What follows belongs to an exercise in optimizing a design on an open flow for small area; a production flow would make more cautious choices. In this exercise RTL edits were held to simulation tests only and were not proved equivalent to the original. Power is estimated from default activity; no workload was simulated.

==> flow/design.v <==
module ir_add #(parameter W = 32, parameter FAST = 0) (
    input  wire [W-1:0] a,
    input  wire [W-1:0] b,
    input  wire         ci,
    output wire [W-1:0] s,
    output wire         co
);
    localparam R  = FAST ? 4 : 2;
    localparam WR = (W + R - 1) / R * R;
    wire [WR-1:0] aa = {{(WR-W){1'b0}}, a};
    wire [WR-1:0] bb = {{(WR-W){1'b0}}, b};
    wire [WR-1:0] p = aa ^ bb;
    wire [WR-1:0] g = aa & bb;
    wire [WR:0]   c;
    assign c[0] = ci;
    genvar i;
    generate
        if (FAST) begin : r4
            for (i = 0; i < WR; i = i + 4) begin : g4
                assign c[i+1] = g[i] | (p[i] & c[i]);
                assign c[i+2] = g[i+1] | (p[i+1] & c[i+1]);
                assign c[i+3] = g[i+2] | (p[i+2] & c[i+2]);
                wire gg = g[i+3] | (p[i+3] & g[i+2]) | (p[i+3] & p[i+2] & g[i+1]) |
                          (p[i+3] & p[i+2] & p[i+1] & g[i]);
                wire pp = &p[i+3:i];
                assign c[i+4] = gg | (pp & c[i]);
            end
        end else begin : r2
            for (i = 0; i < WR; i = i + 2) begin : g2
                assign c[i+1] = g[i] | (p[i] & c[i]);
                assign c[i+2] = g[i+1] | (p[i+1] & g[i]) | (p[i+1] & p[i] & c[i]);
            end
        end
    endgenerate
    assign s  = p[W-1:0] ^ c[W-1:0];
    assign co = c[W];
endmodule
module ir_geq #(parameter W = 32) (
    input  wire [W-1:0] a,
    input  wire [W-1:0] b,
    input  wire         ci,
    output wire         ge
);
    wire [W:0] c;
    assign c[0] = ci;
    genvar i;
    generate
        for (i = 0; i < W; i = i + 1) begin : g1
            assign c[i+1] = (a[i] & ~b[i]) | (c[i] & (a[i] | ~b[i]));
        end
    endgenerate
    assign ge = c[W];
endmodule
module ir_config_check (
    input  wire        cv,
    input  wire [31:0] d,
    input  wire [31:0] cfg_start,
    input  wire [31:0] cfg_short,
    input  wire [31:0] cfg_long,
    input  wire [31:0] cfg_gap,
    input  wire [31:0] cfg_tol,
    input  wire [5:0]  packet_bits,
    output wire        cfg_ok,
    output wire [1:0]  sym
);
    wire [31:0] r3 = cv ? d : cfg_gap;
    wire [32:0] k  = cv ? {1'b0, cfg_tol} : {cfg_tol, 1'b0};
    wire [33:0] h0, h1, h2, h3;
    ir_add #(33) u_h0 (.a({1'b0, cfg_start}), .b(k), .ci(1'b0), .s(h0[32:0]), .co(h0[33]));
    ir_add #(33) u_h1 (.a({1'b0, cfg_short}), .b(k), .ci(1'b0), .s(h1[32:0]), .co(h1[33]));
    ir_add #(33) u_h2 (.a({1'b0, cfg_long}),  .b(k), .ci(1'b0), .s(h2[32:0]), .co(h2[33]));
    ir_add #(33) u_h3 (.a({1'b0, r3}),        .b(k), .ci(1'b0), .s(h3[32:0]), .co(h3[33]));
    wire le01, le02, le03, le10, le12, le13, le20, le21, le23, le30, le31, le32;
    ir_geq #(34) c01 (.a(h0), .b({2'b00, cfg_short}), .ci(1'b1), .ge(le01));
    ir_geq #(34) c02 (.a(h0), .b({2'b00, cfg_long}),  .ci(1'b1), .ge(le02));
    ir_geq #(34) c03 (.a(h0), .b({2'b00, r3}),        .ci(1'b1), .ge(le03));
    ir_geq #(34) c10 (.a(h1), .b({2'b00, cfg_start}), .ci(1'b1), .ge(le10));
    ir_geq #(34) c12 (.a(h1), .b({2'b00, cfg_long}),  .ci(1'b1), .ge(le12));
    ir_geq #(34) c13 (.a(h1), .b({2'b00, r3}),        .ci(1'b1), .ge(le13));
    ir_geq #(34) c20 (.a(h2), .b({2'b00, cfg_start}), .ci(1'b1), .ge(le20));
    ir_geq #(34) c21 (.a(h2), .b({2'b00, cfg_short}), .ci(1'b1), .ge(le21));
    ir_geq #(34) c23 (.a(h2), .b({2'b00, r3}),        .ci(1'b1), .ge(le23));
    ir_geq #(34) c30 (.a(h3), .b({2'b00, cfg_start}), .ci(1'b1), .ge(le30));
    ir_geq #(34) c31 (.a(h3), .b({2'b00, cfg_short}), .ci(1'b1), .ge(le31));
    ir_geq #(34) c32 (.a(h3), .b({2'b00, cfg_long}),  .ci(1'b1), .ge(le32));
    wire ov01 = le01 & le10;
    wire ov02 = le02 & le20;
    wire ov03 = le03 & le30;
    wire ov12 = le12 & le21;
    wire ov13 = le13 & le31;
    wire ov23 = le23 & le32;
    wire has_start = |cfg_start;
    wire bits_ok   = (packet_bits != 6'd0) && (packet_bits <= 6'd32);
    assign cfg_ok = bits_ok & ~ov12 & ~ov13 & ~ov23 &
                    ~(has_start & (ov01 | ov02 | ov03));
    assign sym = (has_start & ov03) ? 2'd1 :
                 ov13               ? 2'd2 :
                 ov23               ? 2'd3 : 2'd0;
endmodule
module ir_timing_engine (
    input  wire        clk,
    input  wire        rst,
    input  wire        cmd_valid,
    input  wire [7:0]  cmd,
    input  wire [31:0] op_a,
    input  wire [31:0] op_b,
    output reg         rsp_valid,
    output wire [3:0]  rsp_status,
    output reg  [31:0] rsp_data,
    output wire        carrier_en,
    output wire        line_level,
    output wire        rx_listen
);
    localparam [1:0] RX_IDLE = 2'd0;
    localparam [1:0] RX_HEAD = 2'd1;
    localparam [1:0] RX_WAIT = 2'd2;
    reg [31:0] cfg_start, cfg_short, cfg_long, cfg_gap, cfg_idle, cfg_tol;
    reg [5:0]  packet_bits;
    reg        has_checksum;
    reg        active_level;
    reg        config_valid;
    reg        tx_armed;
    reg        tx_in_gap;
    reg        tx_first;         
    reg        tx_lastbit;       
    reg [5:0]  tx_remaining;
    reg [31:0] tx_buffer;
    reg [31:0] tx_last_time;
    reg        tx_buffer_set;    
    reg        tx_last_set;      
    reg        carrier;
    reg [1:0]  rx_state;
    reg [31:0] rx_packet;
    reg [5:0]  rx_bits;
    reg [31:0] rx_start_time;
    reg [31:0] rx_timeout;
    reg [31:0] rx_last_accept;
    reg        rx_set;           
    reg        faulted;
    reg [2:0]  fault_code;
    reg [2:0]  rsp_st;
    assign rsp_status = {1'b0, rsp_st};
    assign carrier_en = carrier;
    assign line_level = active_level;
    assign rx_listen  = rx_state[1];
    wire [3:0] op = cmd[3:0];
    wire [3:0] hi = cmd[7:4];
    wire hi0 = (hi == 4'd0);
    wire is_nop = (op == 4'd0);
    wire is_wr  = (op == 4'd1);
    wire is_cmt = (op == 4'd2);
    wire is_arm = (op == 4'd3);
    wire is_tck = (op == 4'd4);
    wire is_qry = (op == 4'd5);
    wire is_cls = (op == 4'd6);
    wire is_rxs = (op == 4'd7);
    wire is_rxc = (op == 4'd8);
    wire is_rxp = (op == 4'd9);
    wire legal = is_wr ? (hi <= 4'd6) : (hi0 & (op <= 4'd9));
    wire rx_idle = (rx_state == RX_IDLE);
    wire rx_head = rx_state[0];
    wire rx_wait = rx_state[1];
    wire needs_cfg = is_arm | is_cls | is_rxs | is_rxc | is_rxp;
    wire ok_pre = legal & (~faulted | is_qry);
    wire c2  = legal & faulted & ~is_qry;
    wire c3  = ok_pre & needs_cfg & ~config_valid;
    wire c4  = ok_pre & config_valid &
               ((is_rxs & tx_armed) | (is_arm & ~rx_idle));
    wire c5  = ok_pre & config_valid & ~c4 &
               ((is_rxs & ~rx_idle) | (is_rxc & ~rx_head) | (is_rxp & ~rx_wait));
    wire body = ok_pre & ~c3 & ~c4 & ~c5;
    wire raise = (~legal & ~faulted) | c3 | c4 | c5;
    wire [2:0] new_code = ~legal ? 3'd1 : c3 ? 3'd2 : c4 ? 3'd3 : 3'd4;
    wire go = cmd_valid & ~rst;
    wire run = go & body;
    wire       cfg_ok;
    wire [1:0] sym;
    ir_config_check u_win (
        .cv          (config_valid),
        .d           (op_a),
        .cfg_start   (cfg_start),
        .cfg_short   (cfg_short),
        .cfg_long    (cfg_long),
        .cfg_gap     (cfg_gap),
        .cfg_tol     (cfg_tol),
        .packet_bits (packet_bits),
        .cfg_ok      (cfg_ok),
        .sym         (sym)
    );
    wire q_in = is_qry & (op_a[31:5] == 27'd0);
    wire [4:0] qs = op_a[4:0];
    wire [16:0] qsel;
    genvar gi;
    generate
        for (gi = 0; gi < 17; gi = gi + 1) begin : g_qsel
            assign qsel[gi] = q_in & (qs == gi);
        end
    endgenerate
    wire tx_bitphase = ~tx_in_gap & ~tx_first;
    wire sel_last  = (qsel[10] | is_tck) & tx_last_set;
    wire sel_rxst  = (qsel[13] | is_rxc) & rx_set;
    wire sel_rxla  = (qsel[15] | is_rxp) & rx_set;
    wire sel_gap   = qsel[4] | (is_tck & tx_in_gap);
    wire sel_long  = qsel[3] | (is_tck & tx_bitphase & tx_lastbit);
    wire sel_short = qsel[2] | (is_tck & tx_bitphase & ~tx_lastbit);
    wire sel_to    = (qsel[14] | is_rxc) & rx_set;
    wire sel_idle  = qsel[5] | is_rxp;
    wire [31:0] q1 = ({32{sel_last}} & tx_last_time) |
                     ({32{sel_rxst}} & rx_start_time) |
                     ({32{sel_rxla}} & rx_last_accept);
    wire [31:0] q2 = ({32{sel_gap}}   & cfg_gap) |
                     ({32{sel_long}}  & cfg_long) |
                     ({32{sel_short}} & cfg_short) |
                     ({32{sel_to}}    & rx_timeout) |
                     ({32{sel_idle}}  & cfg_idle);
    wire [31:0] status_word = {5'd0, fault_code, 2'd0, rx_bits, 2'd0, tx_remaining,
                               1'b0, carrier, faulted, rx_state, config_valid,
                               tx_in_gap, tx_armed};
    wire rx_complete;
    wire sel_pkt = (qsel[11] & rx_set) | (is_rxc & rx_complete);
    wire [31:0] q0 = ({32{qsel[0]}}  & status_word) |
                     ({32{qsel[1]}}  & cfg_start) |
                     ({32{qsel[6]}}  & cfg_tol) |
                     ({32{qsel[7]}}  & {22'd0, active_level, has_checksum, 2'b00, packet_bits}) |
                     ({32{qsel[8] & tx_buffer_set}} & tx_buffer) |
                     ({32{qsel[9]}}  & {26'd0, tx_remaining}) |
                     ({32{sel_pkt}}  & rx_packet) |
                     ({32{qsel[12]}} & {26'd0, rx_bits}) |
                     ({32{qsel[16]}} & {29'd0, fault_code});
    wire [31:0] ex = is_rxp ? op_b : op_a;
    wire [31:0] elapsed;
    wire        unused_co;
    ir_add #(.W(32), .FAST(1)) u_sub (.a(ex), .b(~q1), .ci(1'b1), .s(elapsed), .co(unused_co));
    wire e_ge;
    ir_geq #(32) u_cmp (.a(elapsed), .b(q2), .ci(is_tck), .ge(e_ge));
    wire tx_rem_zero = (tx_remaining == 6'd0);
    wire [5:0] tx_bit_index = tx_remaining - 6'd1;
    wire tx_bit = tx_buffer[tx_bit_index[4:0]];
    wire tk_off   = ~tx_armed;
    wire tk_done  = tx_armed & tx_rem_zero;
    wire tk_act   = tx_armed & ~tx_rem_zero;
    wire tk_hold  = tk_act & ~e_ge;
    wire tk_gap   = tk_act & e_ge & ~tx_in_gap;
    wire tk_mark  = tk_act & e_ge & tx_in_gap;
    wire checksum_ok = (rx_packet[1:0] == (rx_packet[3:2] ^ 2'b01));
    assign rx_complete = (~has_checksum | checksum_ok) & (rx_bits == packet_bits);
    wire rx_expired = (|rx_timeout) & e_ge;
    wire s_start = (sym == 2'd1);
    wire s_bit   = sym[1];
    wire s_unrec = (sym == 2'd0);
    wire rx_idle_clr = s_unrec & e_ge;
    wire [31:0] mask;
    generate
        for (gi = 0; gi < 32; gi = gi + 1) begin : g_mask
            if (gi == 0) begin : m0
                assign mask[gi] = 1'b1;
            end else begin : mn
                assign mask[gi] = packet_bits[5] | (packet_bits[4:0] > gi);
            end
        end
    endgenerate
    wire [5:0] rx_bits_inc = (&rx_bits) ? rx_bits : rx_bits + 6'd1;
    reg [2:0] st_n;
    reg [3:0] dlo;
    always @(*) begin
        st_n = 3'd0;
        dlo  = 4'd0;
        if (~legal) begin
            st_n = 3'd7;
            dlo  = faulted ? {1'b0, fault_code} : 4'd1;
        end else if (c2) begin
            st_n = 3'd7;
            dlo  = is_tck ? 4'd1 : {1'b0, fault_code};
        end else if (raise) begin
            st_n = 3'd7;
            dlo  = {1'b0, new_code};
        end else begin
            case (op)
                4'd1: st_n = config_valid ? 3'd3 : 3'd0;
                4'd2: st_n = config_valid ? 3'd3 : (cfg_ok ? 3'd0 : 3'd2);
                4'd3: st_n = tx_armed ? 3'd1 : 3'd0;
                4'd4: dlo  = tk_off  ? 4'd1 :
                             tk_done ? 4'd9 :
                             tk_hold ? 4'd0 :
                             tk_gap  ? 4'd2 :
                             (tx_bit ? 4'd4 : 4'd3);
                4'd6: dlo  = {2'b00, sym};
                4'd8: st_n = rx_complete ? 3'd5 : (rx_expired ? 3'd6 : 3'd4);
                4'd9: dlo  = {1'b0, rx_idle_clr, sym};
                default: ;
            endcase
        end
    end
    wire [31:0] rsp_n = ({32{is_qry}} & (q0 | q1 | q2)) |
                        ({32{is_rxc}} & q0) |
                        {28'd0, dlo};
    always @(posedge clk) begin
        rsp_valid <= go;
        rsp_st    <= st_n;
        rsp_data  <= (body & (is_qry | is_rxc)) ? rsp_n : {28'd0, dlo};
    end
    wire [31:0] a_m = op_a & {32{~rst}};
    wire cfg_we = run & is_wr & ~config_valid;
    always @(posedge clk) begin
        if (rst | (cfg_we & (hi == 4'd0))) cfg_start <= a_m;
        if (rst | (cfg_we & (hi == 4'd1))) cfg_short <= a_m;
        if (rst | (cfg_we & (hi == 4'd2))) cfg_long  <= a_m;
        if (rst | (cfg_we & (hi == 4'd3))) cfg_gap   <= a_m;
        if (rst | (cfg_we & (hi == 4'd4))) cfg_idle  <= a_m;
        if (rst | (cfg_we & (hi == 4'd5))) cfg_tol   <= a_m;
        if (rst | (cfg_we & (hi == 4'd6))) begin
            packet_bits  <= a_m[5:0];
            has_checksum <= a_m[8];
            active_level <= a_m[9];
        end
    end
    wire do_arm  = run & is_arm & ~tx_armed;
    wire do_tick = run & is_tck;
    wire do_rxs  = run & is_rxs;
    wire do_rxc  = run & is_rxc;
    wire do_rxp  = run & is_rxp;
    wire do_adv  = do_tick & (tk_gap | tk_mark);
    always @(posedge clk) begin
        if (do_arm) tx_buffer <= op_a;
        if (do_adv) tx_last_time <= op_a;
        if (do_rxs) begin
            rx_start_time <= op_b;
            rx_timeout    <= op_a;
        end
        if (do_rxs | (do_rxp & ~s_unrec)) rx_last_accept <= op_b;
    end
    always @(posedge clk) begin
        if (rst) begin
            config_valid  <= 1'b0;
            tx_armed      <= 1'b0;
            tx_in_gap     <= 1'b0;
            tx_first      <= 1'b0;
            tx_lastbit    <= 1'b0;
            tx_remaining  <= 6'd0;
            tx_buffer_set <= 1'b0;
            tx_last_set   <= 1'b0;
            carrier       <= 1'b0;
            rx_state      <= RX_IDLE;
            rx_packet     <= 32'd0;
            rx_bits       <= 6'd0;
            rx_set        <= 1'b0;
            faulted       <= 1'b0;
            fault_code    <= 3'd0;
        end else if (go) begin
            if (raise) begin
                faulted    <= 1'b1;
                fault_code <= new_code;
                carrier    <= 1'b0;
            end
            if (c2 & is_tck)
                carrier <= 1'b0;
            if (run & is_cmt & ~config_valid & cfg_ok)
                config_valid <= 1'b1;
            if (do_arm) begin
                tx_remaining  <= packet_bits;
                tx_in_gap     <= 1'b0;
                tx_first      <= 1'b1;
                tx_armed      <= 1'b1;
                tx_buffer_set <= 1'b1;
            end
            if (do_tick) begin
                if (tk_off)
                    carrier <= 1'b0;
                if (tk_done) begin
                    tx_armed <= 1'b0;
                    carrier  <= 1'b0;
                end
                if (tk_gap) begin
                    tx_in_gap   <= 1'b1;
                    carrier     <= 1'b0;
                    tx_last_set <= 1'b1;
                end
                if (tk_mark) begin
                    tx_in_gap    <= 1'b0;
                    carrier      <= 1'b1;
                    tx_remaining <= tx_bit_index;
                    tx_first     <= 1'b0;
                    tx_lastbit   <= tx_bit;
                end
            end
            if (do_rxs) begin
                rx_packet <= 32'd0;
                rx_bits   <= 6'd0;
                rx_state  <= RX_HEAD;
                rx_set    <= 1'b1;
            end
            if (do_rxc) begin
                if (rx_complete | rx_expired)
                    rx_state <= RX_IDLE;
                else
                    rx_state <= RX_WAIT;
            end
            if (do_rxp) begin
                rx_state <= RX_HEAD;
                if (s_start | rx_idle_clr) begin
                    rx_packet <= 32'd0;
                    rx_bits   <= 6'd0;
                end else if (s_bit) begin
                    rx_packet <= {rx_packet[30:0], sym[0]} & mask;
                    rx_bits   <= rx_bits_inc;
                end
            end
        end
    end
endmodule
==> flow/run.sh <==
#!/bin/bash
# synth_recipe.tcl (not shown) runs the flow's synth.tcl, then flattens the netlist and writes it again
# the make line also repeats each setting of config.mk as NAME=value (left out here)
make -C /OpenROAD-flow-scripts/flow DESIGN_CONFIG=/design/flow/config.mk WORK_HOME=/design/flow/orfs CLKGATE_MAP_FILE= SYNTH_SCRIPT=/design/flow/synth_recipe.tcl finish
==> flow/config.mk <==
export PLATFORM = sky130hd
export DESIGN_NAME = ir_timing_engine
export DESIGN_NICKNAME = ir_timing_engine
export VERILOG_FILES = /design/flow/design.v
export SDC_FILE = /design/flow/constraint.sdc
export NUM_CORES = 4
export LEC_CHECK = 0
export ABC_AREA = 1
export CAP_MARGIN = 20
export CORE_MARGIN = 2
export CORE_UTILIZATION = 40
export CTS_BUF_LIST = sky130_fd_sc_hd__clkbuf_8
export CTS_CLUSTER_SIZE = 24
export SLEW_MARGIN = 20
==> flow/constraint.sdc <==
create_clock -name core_clock -period 10.0 [get_ports {clk}]
set_input_delay 2.0000 -clock core_clock [delete_from_list [all_inputs] [get_ports {clk}]]
set_output_delay 2.0000 -clock core_clock [all_outputs]
set_load 0.01 [all_outputs]
==> summary.txt, run 1 <==
- Result of the run: complete, no violations
- Core region area: 83,200 sq um
- Overall Global Routing Usage: 0.297
- Clock latency on the worst-skew pair: 0.69 ns
- Count of pins over their slew limit: 0
- Cell taking the most area after synthesis: edfxtp_1
- Count of placed standard cells in the final layout, fillers left out: 5,600
- IO Pins: 115
- Slew at the pin closest to its max-slew limit: 1.09 ns
- Chip width: 293 microns
- Crit path buf inv count: 13
- Depth of the CTS H-tree: 3
- Post-synth EDFFs: 360
- TritonCTS clock tree: done
- Num Clock Sinks: 455
- Die height: 293 microns
- Number of clock buffers inserted by TritonCTS: 80
- Final-layout worst hold slack: 0.486 ns
- Worst path arrival time: 9.69 ns
- Global-route wire length before repair: 192,000 microns
- Via count of the first global-routing pass: 29,968
- Cell count after synthesis: 4,247
- Die outline area: 85,900 sq um
- Maximum ir drop on the vdd rail: 0.112 mV
- Number of failing hold endpoints at the final stage: 0
- CP delay by family, top: simple AND/OR/NAND/NOR gates
- Element type at the critical path end: flip-flop
- Most common library cell in the layout ignoring fill and taps: nand2_1
- Count of fill cells added during filler insertion: 8,208
- Number of nets produced by synthesis: 4,569
- Starting Density: 0.402
- Register area share after synthesis: 0.380
- Post-detailed-routing wire length: 129,000 microns
- CP max stage delay: 0.56 ns
- Yosys reg bits: 455
- Pin count of the biggest net entering global routing: 57
- Highest-count cells in the layout ignoring fill and taps: 1,067 x nand2_1, 746 x inv_1, 360 x edfxtp_1, 274 x nand3_1, 271 x o21ai_0
- Cell row count: 106
- Fraction of registers with async set or reset after synthesis: 0
- GPL Wtd Cong: 0.985
- YS warnings: 1
- Count of max-cap constraint violations: 0
- First-pass iteration count of the detailed router: 6
- Summed negative setup slack over all endpoints: 0 ns
- Detail-routed net length per standard cell: 23.1 microns
- Setup-violating endpoint count in the final report: 0
- Type of the worst setup path: in -> reg
- DP Wirelength: 99,200 microns
- Clock root buffer master: clkbuf_8
- Post-layout min period: 9.33 ns
- Largest cells by area after synthesis: edfxtp_1 32%, nand2_1 12%, inv_1 8.1%
- Synth top area share: 0.323
- Total gr overflow: 0
- Antenna violations before repair: 11
- Remaining max-slew budget at the tightest pin: 0.264
- PD cells: 156 nW/um^2
- Overall power consumption: 5.90 mW
- Drt first-iter violations: 3,657
- Hold buffers post-CTS: 0
- Clock transition at path regs: 0.06 ns
- Critical path launch point type: primary input
- Cell mode on critical path: inv_1
- Quantity of I/O buffers inserted on ports: 113
- Via count normalized by instance count: 5.64
- Fin crit share: 0.933
- DRC violations left: 0
- Path type of the worst min-delay path: reg -> reg
- Detailed-route via count: 31,557
- Post-synthesis instance area: 33,400 sq um
- Peak fanout along the critical path: 21
- Setup repair after global routing missed its margin: no
- Maximum achievable frequency: 0.107 GHz
- Dominant synthesized flop cell: edfxtp_1
- Avg Inst Size Synth: 7.87 sq um
- Net count, final: 4,774
- # Post-CTS Setup Buffers: 0
- Count of distinct cell types in the synthesized netlist: 72
- Worst clock skew on the final layout: 0.0476 ns
- Antenna violation net count after detailed routing: 0
- P&R area growth vs syn: 13.3%
- Number of placed instances, taps included: 5,450
- Ratio of cells with drive above 1 in the final layout: 0.108
- Required time at the worst-slack endpoint: 10.35 ns
- Longest Clk Path Bufs: 3
- Leak: 17.0 nW
- Critical-path cell with the highest stage delay: clkdlybuf4s50_1
- # resized after CTS: 0
Yosys cell counts (all sizes together), types with 4 or more instances:
cell type and n:
nand2 1082, inv 758, edfxtp 360, o21ai 322, nand3 308, o22ai 174
nor2 171, ha 160, a21oi 157, dfxtp 95, or2 89, fa 87
clkbuf 60, a31oi 59, a221oi 45, buf 40, o221ai 39, a211oi 37
a21o 33, nor3 23, nor4 21, nand4 19, o211ai 17, xor2 17
o21bai 8, clkinv 6, xnor2 6, a21boi 5, o21a 5, o32ai 5
a2111oi 4, and3 4, o2111ai 4
through the flow:
step	instance area (sq um)	utilization	setup WS (ns)
after floorplan	33400	-	0.261
after global placement	36400	0.438	0.0511
after detailed placement	36400	0.438	-0.0863
after CTS	37900	0.455	0.576
after global routing	37900	0.455	0.0154
final	37900	0.456	0.667
worst min-delay path, delay by kind of cell, from the launching register on:
family | cells | cell delay (ns)
flip-flops | 1 | 0.31
buffers and inverters | 1 | 0.07
AO/OA/AOI/OAI | 1 | 0.06
kinds of logic (layout without fill, tap and decap cells):
family                   after synthesis  in the layout  synth area share
AND/OR/NAND/NOR                     1722           1722             0.224
AO/OA/AOI/OAI                        931            931             0.175
adder cells (fa/ha/maj)              247            247             0.112
other                                  1              7          0.000112
flip-flops                           455            455             0.380
XOR/XNOR                              23             23           0.00603
buffers and inverters                868           1135             0.102
power by group:
group / switching [mW] / internal [mW]
clock network: 0.823 / 0.820
logic: 1.33 / 0.708
registers: 0.0973 / 2.12
sequential cells by signal, summed over array words and instances (netlist names), 32 cells and up:
name and flops:
cfg_long 32, cfg_tol 32, rx_packet 32, cfg_start 32, cfg_short 32, rx_timeout 32, rx_last_accept 32, tx_buffer 32
rx_start_time 32, rsp_data 32, tx_last_time 32, cfg_gap 32, cfg_idle 32
cell type report:
class	count	area [sq um]	share of cell area
inverter	764	2870	0.0759
sequential	455	12700	0.336
timing repair buffer	227	2040	0.0540
antenna	6	15.0	0.000396
tap	1080	1350	0.0357
clock inverter	58	280	0.00740
multi-input combinational	2924	17400	0.460
clock buffer	86	1180	0.0312
per-layer routing:
metal | GRT usage | share of wire | vias up
li1 | - | - | 14820
met3 | 0.0493 | 0.090 | 238
met5 | 0 | 0.00030 | -
met4 | 0.111 | 0.039 | 6
met2 | 0.469 | 0.45 | 1563
met1 | 0.409 | 0.43 | 14930
final timing paths:
| check | start | end | slack [ns] | cells past startpoint |
|---|---|---|---|---|
| max | op_a[15] | tx_last_time[15] | 0.67 | 42 |
| min | tx_first | tx_first | 0.49 | 2 |
| max reg2reg | cfg_tol[1] | rx_last_accept[13] | 0.96 | 45 |
| min reg2reg | tx_first | tx_first | 0.49 | 2 |
==> run 2: changes to the inputs <==
--- a/flow/config.mk
+++ b/flow/config.mk
@@ -9,6 +9,4 @@
 export CAP_MARGIN = 20
 export CORE_MARGIN = 2
 export CORE_UTILIZATION = 40
-export CTS_BUF_LIST = sky130_fd_sc_hd__clkbuf_8
-export CTS_CLUSTER_SIZE = 24
 export SLEW_MARGIN = 20
==> summary.txt, run 2 <==
- Result of the run: complete, no violations
- Post-layout min period: 9.25 ns
- Peak fanout along the critical path: 21
- Reg2Reg Setup Slack: 0.94 ns
- Total gr overflow: 0
- Ratio of cells with drive above 1 in the final layout: 0.104
- Post-detailed-routing wire length: 129,000 microns
- Highest-count cells in the layout ignoring fill and taps: 1,068 x nand2_1, 721 x inv_1, 360 x edfxtp_1, 274 x nand3_1, 271 x o21ai_0
- Net count, final: 4,744
- Pre-CTS setup slack: -0.0863 ns
- Maximum ir drop on the vdd rail: 0.129 mV
- Leak: 17.0 nW
- Chip width: 293 microns
- Synth top area share: 0.323
- Starting Density: 0.402
- Path type of the worst min-delay path: reg -> reg
- Core region area: 83,200 sq um
- Depth of the CTS H-tree: 2
- Clock transition at path regs: 0.07 ns
- Hold EP: tx_first
- Number of clock buffers inserted by TritonCTS: 50
- PD cells: 162 nW/um^2
- Dpl cell area: 36,400 sq um
- Die outline area: 85,900 sq um
- GPL Wtd Cong: 0.985
- Number of cells on the worst reg-to-reg path: 44
- Antenna violation net count after detailed routing: 0
- DRC violations left: 0
- Critical-path cell with the highest stage delay: clkdlybuf4s50_1
- Die height: 293 microns
- Number of failing hold endpoints at the final stage: 0
- Yosys reg bits: 455
- P&R area growth vs syn: 14.0%
- TritonCTS clock tree: done
- Detail-routed net length per standard cell: 23.2 microns
- Design Area, Final: 38,100 sq um
- Cell taking the most area after synthesis: edfxtp_1
- Post-synth EDFFs: 360
- Via count of the first global-routing pass: 29,621
- Maximum achievable frequency: 0.108 GHz
- Count of max-cap constraint violations: 0
- Drt first-iter violations: 3,690
- Hold buffers post-CTS: 0
- Remaining max-slew budget at the tightest pin: 0.248
- Cell count after synthesis: 4,247
- First-pass iteration count of the detailed router: 7
- Overall Global Routing Usage: 0.295
- Capturing point of the worst reg2reg path: rx_last_accept[18]
- CP max stage delay: 0.57 ns
- DP Wirelength: 99,200 microns
- Setup repair after global routing missed its margin: no
- Type of the worst setup path: in -> reg
- Via count normalized by instance count: 5.67
- Antenna violations before repair: 9
- Pin count of the biggest net entering global routing: 57
- Element type at the critical path end: flip-flop
- Count of pins over their slew limit: 0
- Cell row count: 106
- Fin crit share: 0.925
- Cell mode on critical path: inv_1
- Clock latency on the worst-skew pair: 0.62 ns
- Setup-violating endpoint count in the final report: 0
- Post-synthesis instance area: 33,400 sq um
- Launch instance of the worst min-delay path: tx_first
- Fin worst setup slack: 0.754 ns
- IO Pins: 115
- Most frequent cell after synthesis: nand2_1
- Number of nets produced by synthesis: 4,569
- Count of distinct cell types in the synthesized netlist: 72
- Avg Inst Size Synth: 7.87 sq um
- Reg-to-Reg Start: config_valid
- Detailed-route via count: 31,447
- Slew at the pin closest to its max-slew limit: 1.12 ns
- YS warnings: 1
- Longest Clk Path Bufs: 3
- Fraction of registers with async set or reset after synthesis: 0
- Finished Core Util: 0.458
- Dominant synthesized flop cell: edfxtp_1
- Overall power consumption: 6.18 mW
- Num Clock Sinks: 455
- Cell depth of the worst hold path: 2
- Largest cells by area after synthesis: edfxtp_1 32%, nand2_1 12%, inv_1 8.1%
- Quantity of I/O buffers inserted on ports: 113
- Register area share after synthesis: 0.380
- Most common library cell in the layout ignoring fill and taps: nand2_1
- Worst clock skew on the final layout: 0.0414 ns
- Required time at the worst-slack endpoint: 10.29 ns
- Clock root buffer master: clkbuf_16
- Global-route wire length before repair: 191,000 microns
- Worst path arrival time: 9.53 ns
- Critical path launch point type: primary input
- Synth top cells by count: 1,069 x nand2_1, 722 x inv_1, 360 x edfxtp_1
## run 2: cell types whose count changed in the layout (fill, tap and decap cells not counted), sizes merged
cell      previous run  this run
inv                784       759
clkinvlp             4         2
bufinv               1         6
diode                6         2
clkbuf              86        60
clkinv              33        28
## run 2: layer usage
| metal | vias to the layer above | track usage | routed length, microns |
|---|---|---|---|
| li1 | 14750 | - | - |
| met4 | 6 | 0.114 | 5410 |
| met5 | - | 0 | 44 |
| met1 | 14907 | 0.409 | 55000 |
| met3 | 248 | 0.0445 | 11300 |
| met2 | 1536 | 0.464 | 56800 |
## run 2: critical path: cells and delay by family
| kind | cells | cell delay, ns |
|---|---|---|
| adders and majority gates | 4 | 1.11 |
| and+or+nand+nor | 16 | 2.30 |
| AOI/OAI and AO/OA | 9 | 1.95 |
| buffers and inverters | 13 | 2.10 |
## run 2: final cells by class
cell class	count	area, sq um
Inverter	764	2870
Fill cell	8150	45100
Sequential cell	455	12700
Antenna cell	2	5.00
Tap cell	1080	1350
Clock buffer	60	1330
Clock inverter	31	340
Multi-Input combinational cell	2924	17400
Timing Repair Buffer	227	2040
## run 2: power by group
group | switching, mW | total [mW] | internal [mW]
clock | 0.808 | 1.92 | 1.11
sequential | 0.0972 | 2.22 | 2.12
combinational | 1.33 | 2.04 | 0.709
## run 2: timing repair
action	4_1_cts	5_1_grt
buffers inserted	0	0
setup endpoints to repair	0	85
gates resized for setup	0	5
## run 2: worst max-delay path by stage
stage                            start                end  cells past startpoint
final                         op_a[15]   tx_last_time[13]                     42
after CTS                     op_a[14]   tx_last_time[18]                     42
after global routing          op_a[14]   tx_last_time[18]                     42
after detailed placement      op_a[14]   tx_last_time[10]                     42
after global placement        op_a[15]   tx_last_time[10]                     42
after floorplan           config_valid  rx_last_accept[0]                     52
## run 2: through the flow
step	hold slack [ns]	setup TNS, ns	std cells
3_3_place_gp	0.448	0	5450
4_1_cts	0.483	0	5541
3_5_place_dp	0.469	-2.32	5450
6_report	0.488	0	5543
2_1_floorplan	0.427	0	4247
5_1_grt	0.501	0	5541
## run 2: logic make-up (layout without fill, tap and decap cells)
group / Yosys count / after routing / synth area share
xor+xnor: 23 / 23 / 0.00603
simple gates: 1722 / 1722 / 0.224
compound gates: 931 / 931 / 0.175
fa+ha+maj: 247 / 247 / 0.112
other cells: 1 / 3 / 0.000112
buf+inv: 868 / 1082 / 0.102
flops: 455 / 455 / 0.380
==> run 3: changes to the inputs <==
--- a/flow/design.v
+++ b/flow/design.v
@@ -53,46 +53,42 @@
 endmodule
 module ir_config_check (
     input  wire        cv,
-    input  wire [31:0] d,
+    input  wire        sel_gap,    
+    input  wire        sel_short,  
+    input  wire [31:0] d,          
     input  wire [31:0] cfg_start,
     input  wire [31:0] cfg_short,
     input  wire [31:0] cfg_long,
     input  wire [31:0] cfg_gap,
     input  wire [31:0] cfg_tol,
-    input  wire [5:0]  packet_bits,
-    output wire        cfg_ok,
+    output wire        ov03,
+    output wire        ov13,
+    output wire        ov23,
+    output wire        ov02,
     output wire [1:0]  sym
 );
-    wire [31:0] r3 = cv ? d : cfg_gap;
-    wire [32:0] k  = cv ? {1'b0, cfg_tol} : {cfg_tol, 1'b0};
+    wire [31:0] r3 = sel_gap ? cfg_gap : sel_short ? cfg_short : d;
+    wire [31:0] kt = sel_short ? d : cfg_tol;
+    wire [32:0] k  = cv ? {1'b0, cfg_tol} : {kt, 1'b0};
     wire [33:0] h0, h1, h2, h3;
     ir_add #(33) u_h0 (.a({1'b0, cfg_start}), .b(k), .ci(1'b0), .s(h0[32:0]), .co(h0[33]));
     ir_add #(33) u_h1 (.a({1'b0, cfg_short}), .b(k), .ci(1'b0), .s(h1[32:0]), .co(h1[33]));
     ir_add #(33) u_h2 (.a({1'b0, cfg_long}),  .b(k), .ci(1'b0), .s(h2[32:0]), .co(h2[33]));
     ir_add #(33) u_h3 (.a({1'b0, r3}),        .b(k), .ci(1'b0), .s(h3[32:0]), .co(h3[33]));
-    wire le01, le02, le03, le10, le12, le13, le20, le21, le23, le30, le31, le32;
-    ir_geq #(34) c01 (.a(h0), .b({2'b00, cfg_short}), .ci(1'b1), .ge(le01));
+    wire le02, le03, le13, le20, le23, le30, le31, le32;
     ir_geq #(34) c02 (.a(h0), .b({2'b00, cfg_long}),  .ci(1'b1), .ge(le02));
     ir_geq #(34) c03 (.a(h0), .b({2'b00, r3}),        .ci(1'b1), .ge(le03));
-    ir_geq #(34) c10 (.a(h1), .b({2'b00, cfg_start}), .ci(1'b1), .ge(le10));
-    ir_geq #(34) c12 (.a(h1), .b({2'b00, cfg_long}),  .ci(1'b1), .ge(le12));
     ir_geq #(34) c13 (.a(h1), .b({2'b00, r3}),        .ci(1'b1), .ge(le13));
     ir_geq #(34) c20 (.a(h2), .b({2'b00, cfg_start}), .ci(1'b1), .ge(le20));
-    ir_geq #(34) c21 (.a(h2), .b({2'b00, cfg_short}), .ci(1'b1), .ge(le21));
     ir_geq #(34) c23 (.a(h2), .b({2'b00, r3}),        .ci(1'b1), .ge(le23));
     ir_geq #(34) c30 (.a(h3), .b({2'b00, cfg_start}), .ci(1'b1), .ge(le30));
     ir_geq #(34) c31 (.a(h3), .b({2'b00, cfg_short}), .ci(1'b1), .ge(le31));
     ir_geq #(34) c32 (.a(h3), .b({2'b00, cfg_long}),  .ci(1'b1), .ge(le32));
-    wire ov01 = le01 & le10;
-    wire ov02 = le02 & le20;
-    wire ov03 = le03 & le30;
-    wire ov12 = le12 & le21;
-    wire ov13 = le13 & le31;
-    wire ov23 = le23 & le32;
+    assign ov02 = le02 & le20;
+    assign ov03 = le03 & le30;
+    assign ov13 = le13 & le31;
+    assign ov23 = le23 & le32;
     wire has_start = |cfg_start;
-    wire bits_ok   = (packet_bits != 6'd0) && (packet_bits <= 6'd32);
-    assign cfg_ok = bits_ok & ~ov12 & ~ov13 & ~ov23 &
-                    ~(has_start & (ov01 | ov02 | ov03));
     assign sym = (has_start & ov03) ? 2'd1 :
                  ov13               ? 2'd2 :
                  ov23               ? 2'd3 : 2'd0;
@@ -173,20 +169,51 @@
     wire [2:0] new_code = ~legal ? 3'd1 : c3 ? 3'd2 : c4 ? 3'd3 : 3'd4;
     wire go = cmd_valid & ~rst;
     wire run = go & body;
-    wire       cfg_ok;
+    wire       cfg_we = run & is_wr & ~config_valid;
+    wire       w_tol  = ~config_valid & is_wr & (hi == 4'd5);
+    wire       ov03, ov13, ov23, ov02;
     wire [1:0] sym;
     ir_config_check u_win (
         .cv          (config_valid),
+        .sel_gap     (~config_valid & is_cmt),
+        .sel_short   (w_tol),
         .d           (op_a),
         .cfg_start   (cfg_start),
         .cfg_short   (cfg_short),
         .cfg_long    (cfg_long),
         .cfg_gap     (cfg_gap),
         .cfg_tol     (cfg_tol),
-        .packet_bits (packet_bits),
-        .cfg_ok      (cfg_ok),
+        .ov03        (ov03),
+        .ov13        (ov13),
+        .ov23        (ov23),
+        .ov02        (ov02),
         .sym         (sym)
     );
+    reg ov01_q, ov12_q;
+    always @(posedge clk) begin
+        if (rst) begin
+            ov01_q <= 1'b1;
+            ov12_q <= 1'b1;
+        end else if (cfg_we) begin
+            case (hi)
+                4'd0: ov01_q <= ov13;                  
+                4'd1: begin                            
+                    ov01_q <= ov03;
+                    ov12_q <= ov23;
+                end
+                4'd2: ov12_q <= ov13;                  
+                4'd5: begin                            
+                    ov01_q <= ov03;
+                    ov12_q <= ov23;
+                end
+                default: ;
+            endcase
+        end
+    end
+    wire has_start = |cfg_start;
+    wire bits_ok   = (packet_bits != 6'd0) && (packet_bits <= 6'd32);
+    wire cfg_ok    = bits_ok & ~ov13 & ~ov23 & ~ov12_q &
+                     ~(has_start & (ov01_q | ov02 | ov03));
     wire q_in = is_qry & (op_a[31:5] == 27'd0);
     wire [4:0] qs = op_a[4:0];
     wire [16:0] qsel;
@@ -300,7 +327,6 @@
         rsp_data  <= (body & (is_qry | is_rxc)) ? rsp_n : {28'd0, dlo};
     end
     wire [31:0] a_m = op_a & {32{~rst}};
-    wire cfg_we = run & is_wr & ~config_valid;
     always @(posedge clk) begin
         if (rst | (cfg_we & (hi == 4'd0))) cfg_start <= a_m;
         if (rst | (cfg_we & (hi == 4'd1))) cfg_short <= a_m;
==> flow/flow/run.sh (new file) <==
#!/bin/bash
# Own layout flow: the standard layout (standard.sh, with its standard
# synthesis unchanged), except that the buffers buffer_ports puts on every
# input and output port are plain sky130_fd_sc_hd__buf_2 cells instead of the
# delay buffers ORFS picks by default. The full make output goes to
# orfs_flow.log in the work folder; ORFS keeps each step's log under orfs/logs.
set -euo pipefail
bash standard.sh finish "BUFFER_PORTS_ARGS=-buffer_cell sky130_fd_sc_hd__buf_2" > orfs_flow.log 2>&1
==> flow/standard.sh (new file) <==
#!/bin/bash
# synth_recipe.tcl (not shown) runs the flow's synth.tcl, then flattens the netlist and writes it again
# the make line also repeats each setting of config.mk as NAME=value (left out here)
make -C /OpenROAD-flow-scripts/flow DESIGN_CONFIG=/design/flow/config.mk WORK_HOME=/design/flow/orfs CLKGATE_MAP_FILE= SYNTH_SCRIPT=/design/flow/synth_recipe.tcl "${@:-finish}"
--- a/flow/config.mk
+++ b/flow/config.mk
@@ -9,4 +9,6 @@
 export CAP_MARGIN = 20
 export CORE_MARGIN = 2
 export CORE_UTILIZATION = 40
+export CTS_CLUSTER_DIAMETER = 80
+export CTS_CLUSTER_SIZE = 24
 export SLEW_MARGIN = 20
removed: flow/run.sh
==> summary.txt, run 3 <==
- Num Clock Sinks: 457
- Synth top cells by count: 831 x nand2_1, 578 x inv_1, 360 x edfxtp_1
- Highest-count cells in the layout ignoring fill and taps: 828 x nand2_1, 575 x inv_1, 360 x edfxtp_1, 343 x nand3_1, 244 x o21ai_0
- Largest cells by area after synthesis: edfxtp_1 34%, nand2_1 9.8%, inv_1 6.8%
- N_diodes: 0
- Leak: 15.2 nW
- Instance count on the critical path: 47
- Longest Clk Path Bufs: 3
- Maximum ir drop on the vdd rail: 0.165 mV
- Net count, final: 4,370
- Depth of the CTS H-tree: 1
- TritonCTS clock tree: done
- Cell count after synthesis: 3,908
- P&R area growth vs syn: 10.8%
- Via count normalized by instance count: 5.73
- Net switching fraction of the power: 0.369
- Critical path launch point type: primary input
- Global-route wire length before repair: 180,000 microns
- Dpl cell area: 34,200 sq um
- Number of failing hold endpoints at the final stage: 0
- # Post-CTS Setup Buffers: 0
- Reg-to-Reg Start: config_valid
- Maximum achievable frequency: 0.106 GHz
- First-pass iteration count of the detailed router: 6
- Die outline area: 81,700 sq um
- Cell row count: 103
- Type of the worst setup path: in -> reg
- Synth top area share: 0.340
- Setup repair after global routing missed its margin: no
- Register area share after synthesis: 0.401
- Element type at the critical path end: flip-flop
- Cell depth of the worst hold path: 2
- Summed negative setup slack over all endpoints: 0 ns
- Detail-routed net length per standard cell: 23.9 microns
- Avg Inst Size Synth: 8.13 sq um
- Pre-CTS setup slack: 0.143 ns
- Multi-input combinational cell area: 16,400 sq um
- DRC violations left: 0
- Quantity of I/O buffers inserted on ports: 113
- Clock root buffer master: clkbuf_16
- Number of nets produced by synthesis: 4,229
- Reg power frac: 0.421
- Count of pins over their slew limit: 0
- GPL Wtd Cong: 1.01
- Fraction of registers with async set or reset after synthesis: 0
- YS warnings: 1
- Design Area, Final: 35,200 sq um
- Crit path buf inv count: 11
- Antenna violation net count after detailed routing: 0
- Result of the run: complete, no violations
- Worst path arrival time: 10.00 ns
- Most frequent cell after synthesis: nand2_1
- Critical-path cell with the highest stage delay: a31oi_1
- Worst clock skew on the final layout: 0.0297 ns
- Yosys reg bits: 457
- Path type of the worst min-delay path: reg -> reg
- CP delay by family, top: simple AND/OR/NAND/NOR gates
- Count of distinct cell types in the synthesized netlist: 67
- Post-synth EDFFs: 360
- Origin of the worst setup path: op_a[7]
- Via count of the first global-routing pass: 27,592
- Post-detailed-routing wire length: 122,000 microns
- Clock latency on the worst-skew pair: 0.65 ns
- PD cells: 150 nW/um^2
- Drt first-iter violations: 3,759
- Required time at the worst-slack endpoint: 10.57 ns
- Slew at the pin closest to its max-slew limit: 1.16 ns
- Starting Density: 0.403
- Remaining max-slew budget at the tightest pin: 0.219
- Clock network power share: 0.264
- DP Wirelength: 93,700 microns
- Antenna violations before repair: 5
- Combinational share of power: 0.316
- Number of clock buffers inserted by TritonCTS: 30
- Setup-violating endpoint count in the final report: 0
- Count of max-cap constraint violations: 0
- Fin crit share: 0.944
- Total gr overflow: 0
- Dominant synthesized flop cell: edfxtp_1
- Pin count of the biggest net entering global routing: 49
- Fin worst setup slack: 0.565 ns
- Count of fill cells added during filler insertion: 7,920
- IO Pins: 115
- Cell mode on critical path: nand2_1
- Die height: 286 microns
- Clock transition at path regs: 0.09 ns
- Overall Global Routing Usage: 0.294
- Net switching power figure: 1.94 mW
- CP max stage delay: 0.64 ns
- Core region area: 78,900 sq um
- Total area of sequential cells: 12,800 sq um
- Detailed-route via count: 29,377
- Chip width: 286 microns
- Internal Dissipation: 3.32 mW
- Post-layout min period: 9.44 ns
- Launch instance of the worst min-delay path: tx_buffer_set
- Number of cells on the worst reg-to-reg path: 50
- Ratio of cells with drive above 1 in the final layout: 0.109
- Cell taking the most area after synthesis: edfxtp_1
- Most common library cell in the layout ignoring fill and taps: nand2_1
- Peak fanout along the critical path: 34
- Post-synthesis instance area: 31,800 sq um
[run 3: cell types whose count changed after synthesis, moves of 26 or more]
| cell | previous run | this run |
|---|---|---|
| xnor2_1 | 6 | 51 |
| a211oi_1 | 34 | 8 |
| inv_1 | 722 | 578 |
| nand3_1 | 274 | 343 |
| nand2_1 | 1069 | 831 |
| o21ai_0 | 277 | 248 |
| o22ai_1 | 174 | 110 |
| nor2_1 | 158 | 212 |
| nand3_2 | 34 | 7 |
| a21oi_1 | 157 | 220 |
[run 3: cell type report]
class | count | share of cell area
clock buffer | 36 | 0.0226
timing repair buffer | 219 | 0.0400
multi-input combinational | 2738 | 0.466
inverter | 603 | 0.0647
tap | 1050 | 0.0373
sequential | 457 | 0.362
clock inverter | 20 | 0.00672
[run 3: power by group through the flow]
stage	Combinational, mW	Sequential, mW	Clock, mW
after detailed placement	1.62	2.26	0
after CTS	1.63	2.21	1.38
final	1.66	2.22	1.39
after global placement	1.61	2.26	0
after floorplan	1.16	2.22	0
after global routing	1.85	2.22	1.45
[run 3: cell families (layout without fill, tap and decap cells)]
family	count (synthesis)	in the layout	share of synthesized area
buf+inv	713	878	0.0870
xor+xnor	66	66	0.0182
other cells	1	1	0.000118
fa+ha+maj	246	246	0.117
compound gates	845	845	0.159
flops	457	457	0.401
simple gates	1580	1580	0.217
[run 3: metrics by stage]
stage               power, mW  utilization  hold slack [ns]  cells
floorplan                3.38            -            0.435   3908
global placement         3.87        0.433            0.451   5066
detailed placement       3.88        0.433            0.457   5066
CTS                      5.23        0.446            0.471   5122
global route             5.52        0.446            0.515   5123
finish                   5.27        0.446            0.476   5123
[run 3: path summary, 6_finish.rpt]
path	end	slack [ns]
setup / recovery	tx_in_gap	0.56
hold / removal	tx_buffer_set	0.48
setup reg to reg	rx_last_accept[30]	1.99
hold reg to reg	tx_buffer_set	0.48
[run 3: worst register-to-register path: cells and delay by family (launching register included)]
kind / cells / cell delay, ns
fa+ha+maj: 3 / 0.94
compound gates: 15 / 2.94
buf+inv: 19 / 1.96
simple gates: 13 / 1.51
flops: 1 / 0.33
[run 3: per-layer routing]
layer	up-vias	wire, microns	track usage
li1	13594	-	-
met5	-	13	0
met2	1602	51900	0.441
met3	254	13600	0.0680
met4	2	5520	0.114
met1	13925	51200	0.410
[run 3: timing repair]
| action | in CTS | in global routing |
|---|---|---|
| hold buffers | 0 | 0 |
| endpoints found under the setup margin | 0 | 1 |
| gates resized for setup | 0 | 1 |
==> run 4: changes to the inputs <==
--- a/flow/design.v
+++ b/flow/design.v
@@ -214,13 +214,13 @@
     wire bits_ok   = (packet_bits != 6'd0) && (packet_bits <= 6'd32);
     wire cfg_ok    = bits_ok & ~ov13 & ~ov23 & ~ov12_q &
                      ~(has_start & (ov01_q | ov02 | ov03));
-    wire q_in = is_qry & (op_a[31:5] == 27'd0);
+    wire q_hi = (op_a[31:5] != 27'd0);
     wire [4:0] qs = op_a[4:0];
     wire [16:0] qsel;
     genvar gi;
     generate
         for (gi = 0; gi < 17; gi = gi + 1) begin : g_qsel
-            assign qsel[gi] = q_in & (qs == gi);
+            assign qsel[gi] = is_qry & (qs == gi);
         end
     endgenerate
     wire tx_bitphase = ~tx_in_gap & ~tx_first;
@@ -244,14 +244,14 @@
                                1'b0, carrier, faulted, rx_state, config_valid,
                                tx_in_gap, tx_armed};
     wire rx_complete;
-    wire sel_pkt = (qsel[11] & rx_set) | (is_rxc & rx_complete);
+    wire sel_pkt = (qsel[11] & rx_set & ~q_hi) | (is_rxc & rx_complete);
+    wire q_ok = body & is_qry & ~q_hi;
     wire [31:0] q0 = ({32{qsel[0]}}  & status_word) |
                      ({32{qsel[1]}}  & cfg_start) |
                      ({32{qsel[6]}}  & cfg_tol) |
                      ({32{qsel[7]}}  & {22'd0, active_level, has_checksum, 2'b00, packet_bits}) |
                      ({32{qsel[8] & tx_buffer_set}} & tx_buffer) |
                      ({32{qsel[9]}}  & {26'd0, tx_remaining}) |
-                     ({32{sel_pkt}}  & rx_packet) |
                      ({32{qsel[12]}} & {26'd0, rx_bits}) |
                      ({32{qsel[16]}} & {29'd0, fault_code});
     wire [31:0] ex = is_rxp ? op_b : op_a;
@@ -318,13 +318,13 @@
             endcase
         end
     end
-    wire [31:0] rsp_n = ({32{is_qry}} & (q0 | q1 | q2)) |
-                        ({32{is_rxc}} & q0) |
+    wire [31:0] rsp_n = ({32{q_ok}} & (q0 | q1 | q2)) |
+                        ({32{sel_pkt & body}} & rx_packet) |
                         {28'd0, dlo};
     always @(posedge clk) begin
         rsp_valid <= go;
         rsp_st    <= st_n;
-        rsp_data  <= (body & (is_qry | is_rxc)) ? rsp_n : {28'd0, dlo};
+        rsp_data  <= rsp_n;
     end
     wire [31:0] a_m = op_a & {32{~rst}};
     always @(posedge clk) begin
==> summary.txt, run 4 <==
- Result of the run: complete, no violations
- Core region area: 78,600 sq um
- Count of max-cap constraint violations: 0
- Synth top cells by count: 883 x nand2_1, 571 x inv_1, 360 x edfxtp_1
- Worst path arrival time: 9.70 ns
- Clock network power share: 0.273
- Via count of the first global-routing pass: 27,618
- Peak fanout along the critical path: 32
- Dpl cell area: 33,900 sq um
- DRC violations left: 0
- Largest cells by area after synthesis: edfxtp_1 34%, nand2_1 10%, inv_1 6.8%
- Number of placed instances, taps included: 5,040
- Die outline area: 81,400 sq um
- Quantity of I/O buffers inserted on ports: 113
- Maximum achievable frequency: 0.107 GHz
- Summed negative setup slack over all endpoints: 0 ns
- Required time at the worst-slack endpoint: 10.32 ns
- Yosys reg bits: 457
- Global-route wire length before repair: 177,000 microns
- Fin crit share: 0.938
- Starting Density: 0.402
- Worst clock skew on the final layout: 0.0295 ns
- Die height: 285 microns
- Avg Inst Size Synth: 8.13 sq um
- Cell row count: 103
- Antenna violations before repair: 13
- Setup repair after global routing missed its margin: no
- Post-synth EDFFs: 360
- Ratio of cells with drive above 1 in the final layout: 0.0998
- Highest-count cells in the layout ignoring fill and taps: 880 x nand2_1, 571 x inv_1, 360 x edfxtp_1, 347 x nand3_1, 240 x o21ai_0
- Maximum ir drop on the vdd rail: 0.157 mV
- Fin worst setup slack: 0.618 ns
- Via count normalized by instance count: 5.72
- Depth of the CTS H-tree: 1
- Number of clock buffers inserted by TritonCTS: 31
- Count of distinct cell types in the synthesized netlist: 69
- Count of placed standard cells in the final layout, fillers left out: 5,103
- CP delay by family, top: compound AO/OA/AOI/OAI gates
- Path type of the worst min-delay path: reg -> reg
- Overall Global Routing Usage: 0.288
- Net count, final: 4,347
- Dominant synthesized flop cell: edfxtp_1
- CP max stage delay: 0.46 ns
- Net switching fraction of the power: 0.369
- Hold buffers post-CTS: 0
- Remaining max-slew budget at the tightest pin: 0.210
- Crit path buf inv count: 17
- Longest Clk Path Bufs: 3
- Count of pins over their slew limit: 0
- Critical-path cell with the highest stage delay: fa_1
- Total gr overflow: 0
- Finished Core Util: 0.446
- Leak: 15.2 nW
- Synth top area share: 0.342
- Reg power frac: 0.416
- YS warnings: 1
- PD cells: 152 nW/um^2
- Clock latency on the worst-skew pair: 0.65 ns
- Type of the worst setup path: in -> reg
- Most common library cell in the layout ignoring fill and taps: nand2_1
- DP Wirelength: 91,300 microns
- Register area share after synthesis: 0.403
- Internal Dissipation: 3.35 mW
- Antenna violation net count after detailed routing: 0
- Clock transition at path regs: 0.10 ns
- Detailed-route via count: 29,175
- P&R area growth vs syn: 10.7%
- Net switching power figure: 1.96 mW
- Cell count after synthesis: 3,890
- GPL Wtd Cong: 0.983
- Number of failing hold endpoints at the final stage: 0
- First-pass iteration count of the detailed router: 6
- Cell taking the most area after synthesis: edfxtp_1
- Pin count of the biggest net entering global routing: 63
- Element type at the critical path end: flip-flop
- Cell mode on critical path: inv_1
- Post-layout min period: 9.38 ns
- Post-synthesis instance area: 31,600 sq um
- Most frequent cell after synthesis: nand2_1
- Post-detailed-routing wire length: 120,000 microns
- Drt first-iter violations: 3,292
- Design Area, Final: 35,000 sq um
- Pre-CTS setup slack: -0.0658 ns
- Chip width: 285 microns
- Critical path launch point type: primary input
- Final-layout worst hold slack: 0.482 ns
- TritonCTS clock tree: done
- Clock root buffer master: clkbuf_16
- Detail-routed net length per standard cell: 23.5 microns
- Setup-violating endpoint count in the final report: 0
- IO Pins: 115
- Slew at the pin closest to its max-slew limit: 1.18 ns
- Combinational share of power: 0.311
- Fraction of registers with async set or reset after synthesis: 0
- Number of nets produced by synthesis: 4,211
- Num Clock Sinks: 457
- Overall power consumption: 5.32 mW
-- run 4: worst min-delay path: cells and delay by family, from the launching register on --
family	cells	cell delay [ns]
buf+inv	1	0.05
flops	1	0.32
compound gates	1	0.07
-- run 4: worst paths after layout --
kind	start	endpoint	slack, ns	depth (start not counted)
setup / recovery	cmd[5]	rx_last_accept[10]	0.62	49
hold / removal	ov12_q	ov12_q	0.48	2
setup reg to reg	config_valid	rx_last_accept[10]	1.19	45
hold reg to reg	ov12_q	ov12_q	0.48	2
-- run 4: logic make-up (layout without fill, tap and decap cells) --
group	count (synthesis)	count (layout)	share of synthesized area
simple gates	1607	1607	0.221
compound gates	805	805	0.153
buf+inv	710	870	0.0873
flops	457	457	0.403
fa+ha+maj	246	246	0.118
xor+xnor	63	63	0.0174
other cells	1	4	0.000119
mux	1	1	0.000316
-- run 4: cell type report --
| cell class | instances | area, sq um |
|---|---|---|
| tap | 1050 | 1310 |
| clock buffer | 35 | 812 |
| inverter | 594 | 2230 |
| timing repair buffer | 219 | 1420 |
| sequential | 457 | 12800 |
| antenna | 3 | 7.51 |
| multi-input combinational | 2723 | 16200 |
| clock inverter | 22 | 260 |
| fill | 7963 | 43600 |
-- run 4: layer usage --
layer / up-vias / part of all wire / GRT usage
met5: - / 0.00068 / 0.00116
met4: 12 / 0.045 / 0.115
met3: 244 / 0.094 / 0.0518
met2: 1436 / 0.43 / 0.440
met1: 13911 / 0.43 / 0.403
li1: 13572 / - / -
-- run 4: power by group through the flow --
stage          clock network [mW]  registers [mW]  logic (mW)
2_1_floorplan                   0            2.22        1.14
3_3_place_gp                    0            2.25        1.61
3_5_place_dp                    0            2.25        1.62
4_1_cts                      1.46            2.21        1.63
5_1_grt                      1.52            2.22        1.85
6_report                     1.45            2.21        1.65
-- run 4: repair_timing --
action                     CTS  global route
setup endpoints to repair    0            71
gates resized for setup      0             2
setup buffers                0             2
==> run 5: changes to the inputs <==
--- a/flow/config.mk
+++ b/flow/config.mk
@@ -8,7 +8,7 @@
 export ABC_AREA = 1
 export CAP_MARGIN = 20
 export CORE_MARGIN = 2
-export CORE_UTILIZATION = 40
+export CORE_UTILIZATION = 75
 export CTS_CLUSTER_DIAMETER = 80
 export CTS_CLUSTER_SIZE = 24
 export SLEW_MARGIN = 20
==> summary.txt, run 5 <==
- Result of the run: complete, no violations
- Clock transition at path regs: 0.10 ns
- Maximum achievable frequency: 0.105 GHz
- Core region area: 41,800 sq um
- Avg Inst Size Synth: 8.13 sq um
- Antenna violation net count after detailed routing: 0
- Cell row count: 75
- Post-layout min period: 9.51 ns
- Synth top area share: 0.342
- Count of max-cap constraint violations: 0
- Via count normalized by instance count: 6.93
- Pin count of the biggest net entering global routing: 57
- Total gr overflow: 0
- Remaining max-slew budget at the tightest pin: 0.192
- Clock root buffer master: clkbuf_16
- IO Pins: 115
- Quantity of I/O buffers inserted on ports: 113
- Overall Global Routing Usage: 0.506
- Register area share after synthesis: 0.403
- Gr busiest metal: met2
- GR Layer Usage met2: 0.761
- TritonCTS clock tree: done
- Grt met1 use: 0.639
- Number of nets produced by synthesis: 4,211
- Highest-count cells in the layout ignoring fill and taps: 880 x nand2_1, 571 x inv_1, 360 x edfxtp_1, 347 x nand3_1, 240 x o21ai_0
- Number of failing hold endpoints at the final stage: 0
- Fraction of registers with async set or reset after synthesis: 0
- Net count, final: 4,308
- P&R area growth vs syn: 6.97%
- Hold buffers post-CTS: 0
- Count of placed standard cells in the final layout, fillers left out: 4,546
- Detailed-route via count: 31,507
- CP max stage delay: 0.54 ns
- Post-synthesis instance area: 31,600 sq um
- Yosys reg bits: 457
- Element type at the critical path end: flip-flop
- Starting Density: 0.758
- Required time at the worst-slack endpoint: 10.52 ns
- Global-route wire length before repair: 170,000 microns
- Num Clock Sinks: 457
- Count of distinct cell types in the synthesized netlist: 69
- Detail-routed net length per standard cell: 24.8 microns
- GPL Wtd Cong: 1.07
- Die height: 209 microns
- Cell count after synthesis: 3,890
- Largest cells by area after synthesis: edfxtp_1 34%, nand2_1 10%, inv_1 6.8%
- Ratio of cells with drive above 1 in the final layout: 0.0884
- Critical path launch point type: primary input
- Count of pins over their slew limit: 0
- Chip width: 209 microns
- GR met3 Demand/Resource: 0.146
- Number of clock buffers inserted by TritonCTS: 25
- First-pass iteration count of the detailed router: 9
- Count of fill cells added during filler insertion: 2,689
- Path type of the worst min-delay path: reg -> reg
- YS warnings: 1
- Setup repair after global routing missed its margin: no
- Drt first-iter violations: 6,082
- Fin crit share: 0.951
- Dominant synthesized flop cell: edfxtp_1
- Overall power consumption: 5.07 mW
- Leak: 14.9 nW
- Number of placed instances, taps included: 4,496
- DRC violations left: 0
- Via count of the first global-routing pass: 30,216
- Antenna violations before repair: 4
- Cell taking the most area after synthesis: edfxtp_1
- Summed negative setup slack over all endpoints: 0 ns
- Clock latency on the worst-skew pair: 0.62 ns
- Cell mode on critical path: inv_1
- Peak fanout along the critical path: 36
- Slew at the pin closest to its max-slew limit: 1.20 ns
- Worst path arrival time: 10.03 ns
- Maximum ir drop on the vdd rail: 0.166 mV
- Die outline area: 43,800 sq um
- Critical-path cell with the highest stage delay: fa_1
- Setup-violating endpoint count in the final report: 0
- Most common library cell in the layout ignoring fill and taps: nand2_1
- Longest Clk Path Bufs: 3
- Post-synth EDFFs: 360
- DP Wirelength: 83,600 microns
- Most frequent cell after synthesis: nand2_1
- Type of the worst setup path: in -> reg
- Post-detailed-routing wire length: 113,000 microns
- Worst clock skew on the final layout: 0.0326 ns
- Depth of the CTS H-tree: 1
- Synth top cells by count: 883 x nand2_1, 571 x inv_1, 360 x edfxtp_1
- PD cells: 150 nW/um^2
==> run 5: final timing paths <==
| path | slack, ns | end | from | cells after the start |
|---|---|---|---|---|
| hold / removal | 0.49 | ov12_q | ov12_q | 2 |
| setup / recovery | 0.49 | rx_packet[5] | cmd[5] | 49 |
| setup reg to reg | 1.29 | rx_packet[5] | config_valid | 47 |
| hold reg to reg | 0.49 | ov12_q | ov12_q | 2 |
==> run 5: cells by family after synthesis <==
| logic type | Yosys count | share of synthesized area |
|---|---|---|
| AO/OA/AOI/OAI | 805 | 0.153 |
| XOR/XNOR | 63 | 0.0174 |
| adder cells (fa/ha/maj) | 246 | 0.118 |
| buffers and inverters | 710 | 0.0873 |
| flip-flops | 457 | 0.403 |
| multiplexers | 1 | 0.000316 |
| other | 1 | 0.000119 |
| AND/OR/NAND/NOR | 1607 | 0.221 |
==> run 5: cell type report <==
cell class / instances / area [sq um] / area share
Timing Repair Buffer: 185 / 1170 / 0.0346
Inverter: 594 / 2230 / 0.0659
Sequential cell: 457 / 12800 / 0.377
Multi-Input combinational cell: 2724 / 16200 / 0.480
Clock buffer: 36 / 677 / 0.0200
Clock inverter: 9 / 92.6 / 0.00274
Tap cell: 539 / 674 / 0.0199
Antenna cell: 2 / 5.00 / 0.000148
==> run 5: power breakdown <==
group | total [mW] | switching [mW] | internal [mW] | leakage, nW
Clock | 1.18 | 0.689 | 0.493 | 0.370
Sequential | 2.21 | 0.0883 | 2.13 | 4.15
Combinational | 1.68 | 1.09 | 0.583 | 10.3
Total | 5.07 | 1.87 | 3.20 | 14.9
==> run 5: timing repair <==
item | 4_1_cts | 5_1_grt
setup endpoints to repair | 0 | 76
gates resized for setup | 0 | 6
setup buffers | 0 | 2
==> run 5: critical path, delay by kind of cell <==
family          cells  cell delay, ns
buf+inv            16            1.85
simple gates       13            1.68
compound gates     18            3.65
fa+ha+maj           2            0.84
==> run 5: stage by stage <==
step	util	area [sq um]	setup WS (ns)	hold slack, ns
after floorplan	-	31600	0.467	0.443
after global placement	0.790	33000	0.0524	0.461
after detailed placement	0.791	33000	-0.199	0.467
after CTS	0.809	33800	0.407	0.486
after global routing	0.810	33800	0.0264	0.525
final	0.810	33800	0.489	0.489
==> run 5: routing by layer <==
metal | wire length [microns] | share of wire
met3 | 18900 | 0.17
met2 | 47800 | 0.42
met5 | 34 | 0.00030
met1 | 36600 | 0.32
met4 | 9490 | 0.084
==> run 6: changes to the inputs <==
--- a/flow/design.v
+++ b/flow/design.v
@@ -346,6 +346,11 @@
     wire do_rxc  = run & is_rxc;
     wire do_rxp  = run & is_rxp;
     wire do_adv  = do_tick & (tk_gap | tk_mark);
+    wire pkt_clr = rst | do_rxs | (do_rxp & (s_start | rx_idle_clr));
+    wire pkt_en  = pkt_clr | (do_rxp & s_bit);
+    always @(posedge clk) begin
+        if (pkt_en) rx_packet <= {rx_packet[30:0], sym[0]} & mask & {32{~pkt_clr}};
+    end
     always @(posedge clk) begin
         if (do_arm) tx_buffer <= op_a;
         if (do_adv) tx_last_time <= op_a;
@@ -367,7 +372,6 @@
             tx_last_set   <= 1'b0;
             carrier       <= 1'b0;
             rx_state      <= RX_IDLE;
-            rx_packet     <= 32'd0;
             rx_bits       <= 6'd0;
             rx_set        <= 1'b0;
             faulted       <= 1'b0;
@@ -410,7 +414,6 @@
                 end
             end
             if (do_rxs) begin
-                rx_packet <= 32'd0;
                 rx_bits   <= 6'd0;
                 rx_state  <= RX_HEAD;
                 rx_set    <= 1'b1;
@@ -424,10 +427,8 @@
             if (do_rxp) begin
                 rx_state <= RX_HEAD;
                 if (s_start | rx_idle_clr) begin
-                    rx_packet <= 32'd0;
                     rx_bits   <= 6'd0;
                 end else if (s_bit) begin
-                    rx_packet <= {rx_packet[30:0], sym[0]} & mask;
                     rx_bits   <= rx_bits_inc;
                 end
             end
==> summary.txt, run 6 <==
- Clock latency on the worst-skew pair: 0.64 ns
- Core region area: 41,000 sq um
- Avg Inst Size Synth: 8.45 sq um
- Synth top area share: 0.376
- Capturing point of the worst reg2reg path: rx_last_accept[0]
- Synth top cells by count: 771 x nand2_1, 573 x inv_1, 392 x edfxtp_1
- Cell count after synthesis: 3,707
- CP max stage delay: 0.45 ns
- Num Clock Sinks: 457
- Via count of the first global-routing pass: 29,809
- Antenna violation net count after detailed routing: 0
- Die outline area: 43,400 sq um
- Met1 layer wirelength in the final routing: 35,300 microns
- Register area share after synthesis: 0.417
- Hold buffers post-CTS: 0
- Reg power frac: 0.435
- GPL Wtd Cong: 1.13
- Combinational share of power: 0.311
- Net count, final: 4,140
- Detailed-route via count: 30,631
- Worst clock skew on the final layout: 0.0425 ns
- Most common library cell in the layout ignoring fill and taps: nand2_1
- Longest Clk Path Bufs: 3
- Cell row count: 74
- Type of the worst setup path: in -> reg
- Via count normalized by instance count: 7.00
- Peak fanout along the critical path: 10
- Overall power consumption: 5.19 mW
- Internal Dissipation: 3.31 mW
- Dominant synthesized flop cell: edfxtp_1
- Antenna violations before repair: 3
- Topmost layer with routed signal wires: met5
- Quantity of I/O buffers inserted on ports: 113
- Number of failing hold endpoints at the final stage: 0
- Pin count of the biggest net entering global routing: 70
- Leak: 15.0 nW
- Depth of the CTS H-tree: 1
- Critical path launch point type: primary input
- Ratio of cells with drive above 1 in the final layout: 0.102
- Result of the run: complete, no violations
- Total gr overflow: 0
- Instance count on the critical path: 50
- Net switching fraction of the power: 0.363
- Remaining max-slew budget at the tightest pin: 0.207
- Crit path buf inv count: 15
- Clock root buffer master: clkbuf_16
- Endpoint of the most critical setup path: rx_last_accept[0]
- Number of cells on the worst reg-to-reg path: 46
- Met3 wire length: 18,800 microns
run 6: changes by cell type after synthesis, moves of 14 or more:
cell and delta:
a21oi_1 -25, dfxtp_1 -32, edfxtp_1 +32, nand2_1 -112
nand3_1 -71, nor2_1 +14, o21ai_1 -44
run 6: how the worst min path moves through the flow:
stage	slack (ns)	cells past startpoint	endpoint	from
final	0.48	2	tx_last_set	tx_last_set
after global routing	0.49	2	tx_last_set	tx_last_set
after CTS	0.47	2	tx_last_set	tx_last_set
after detailed placement	0.46	2	tx_last_set	tx_last_set
after global placement	0.45	2	tx_last_set	tx_last_set
after floorplan	0.42	2	rsp_data[31]	rx_packet[31]
run 6: routing by layer:
| layer | GRT usage | vias to the layer above |
|---|---|---|
| met5 | 0 | - |
| met4 | 0.377 | 4 |
| met3 | 0.163 | 861 |
| met2 | 0.772 | 3135 |
| met1 | 0.611 | 13720 |
| li1 | - | 12911 |
run 6: final cells by class:
type,instances,area [sq um],area share
Multi-Input combinational cell,2566,15800,0.468
Sequential cell,457,13100,0.387
Inverter,593,2230,0.0658
Timing Repair Buffer,173,1060,0.0315
Clock buffer,39,785,0.0232
Tap cell,532,666,0.0197
Clock inverter,13,168,0.00496
Antenna cell,2,5.00,0.000148
run 6: logic make-up after synthesis:
family | after synthesis | share of synthesized area
AOI/OAI and AO/OA | 766 | 0.150
xor gates and xnor gates | 68 | 0.0190
buffers and inverters | 688 | 0.0840
adders and majority gates | 249 | 0.120
and+or+nand+nor | 1478 | 0.209
other | 1 | 0.000120
DFF | 457 | 0.417
run 6: per-stage QoR:
| stage | utilization | TNS, ns | area [sq um] | hold WS, ns | cells |
|---|---|---|---|---|---|
| after CTS | 0.820 | 0 | 33600 | 0.473 | 4365 |
| after global placement | 0.797 | -1.70 | 32700 | 0.448 | 4313 |
| after detailed placement | 0.797 | -38.07 | 32700 | 0.460 | 4313 |
| final | 0.824 | 0 | 33800 | 0.483 | 4375 |
| after global routing | 0.824 | -0.225 | 33800 | 0.486 | 4374 |
| after floorplan | - | 0 | 31300 | 0.422 | 3707 |
run 6: what timing repair did:
| item | CTS | global route |
|---|---|---|
| gates resized for setup | 0 | 16 |
| endpoints found under the setup margin | 0 | 109 |
| buffers inserted | 0 | 4 |
run 6: worst min-delay path: cells and delay by family, from the launching register on:
family	cells	cell delay [ns]
flip-flops	1	0.33
AO/OA/AOI/OAI	1	0.06
buffers and inverters	1	0.05
run 6: power by group through the flow:
| stage | combinational (mW) | clock (mW) | sequential (mW) |
|---|---|---|---|
| after floorplan | 1.09 | 0 | 2.25 |
| after global placement | 1.43 | 0 | 2.29 |
| after detailed placement | 1.51 | 0 | 2.29 |
| after CTS | 1.53 | 1.30 | 2.25 |
| after global routing | 1.75 | 1.35 | 2.26 |
| final | 1.61 | 1.32 | 2.26 |

Re-timed with assumed drivers on the ports (clkbuf_16 on the clock, buf_2 on other inputs), run 6 has 0.445 ns of setup slack against 0.404 ns with ideal ports, and -0.234 ns once port delays also move by the mid clock arrival of 0.679 ns.
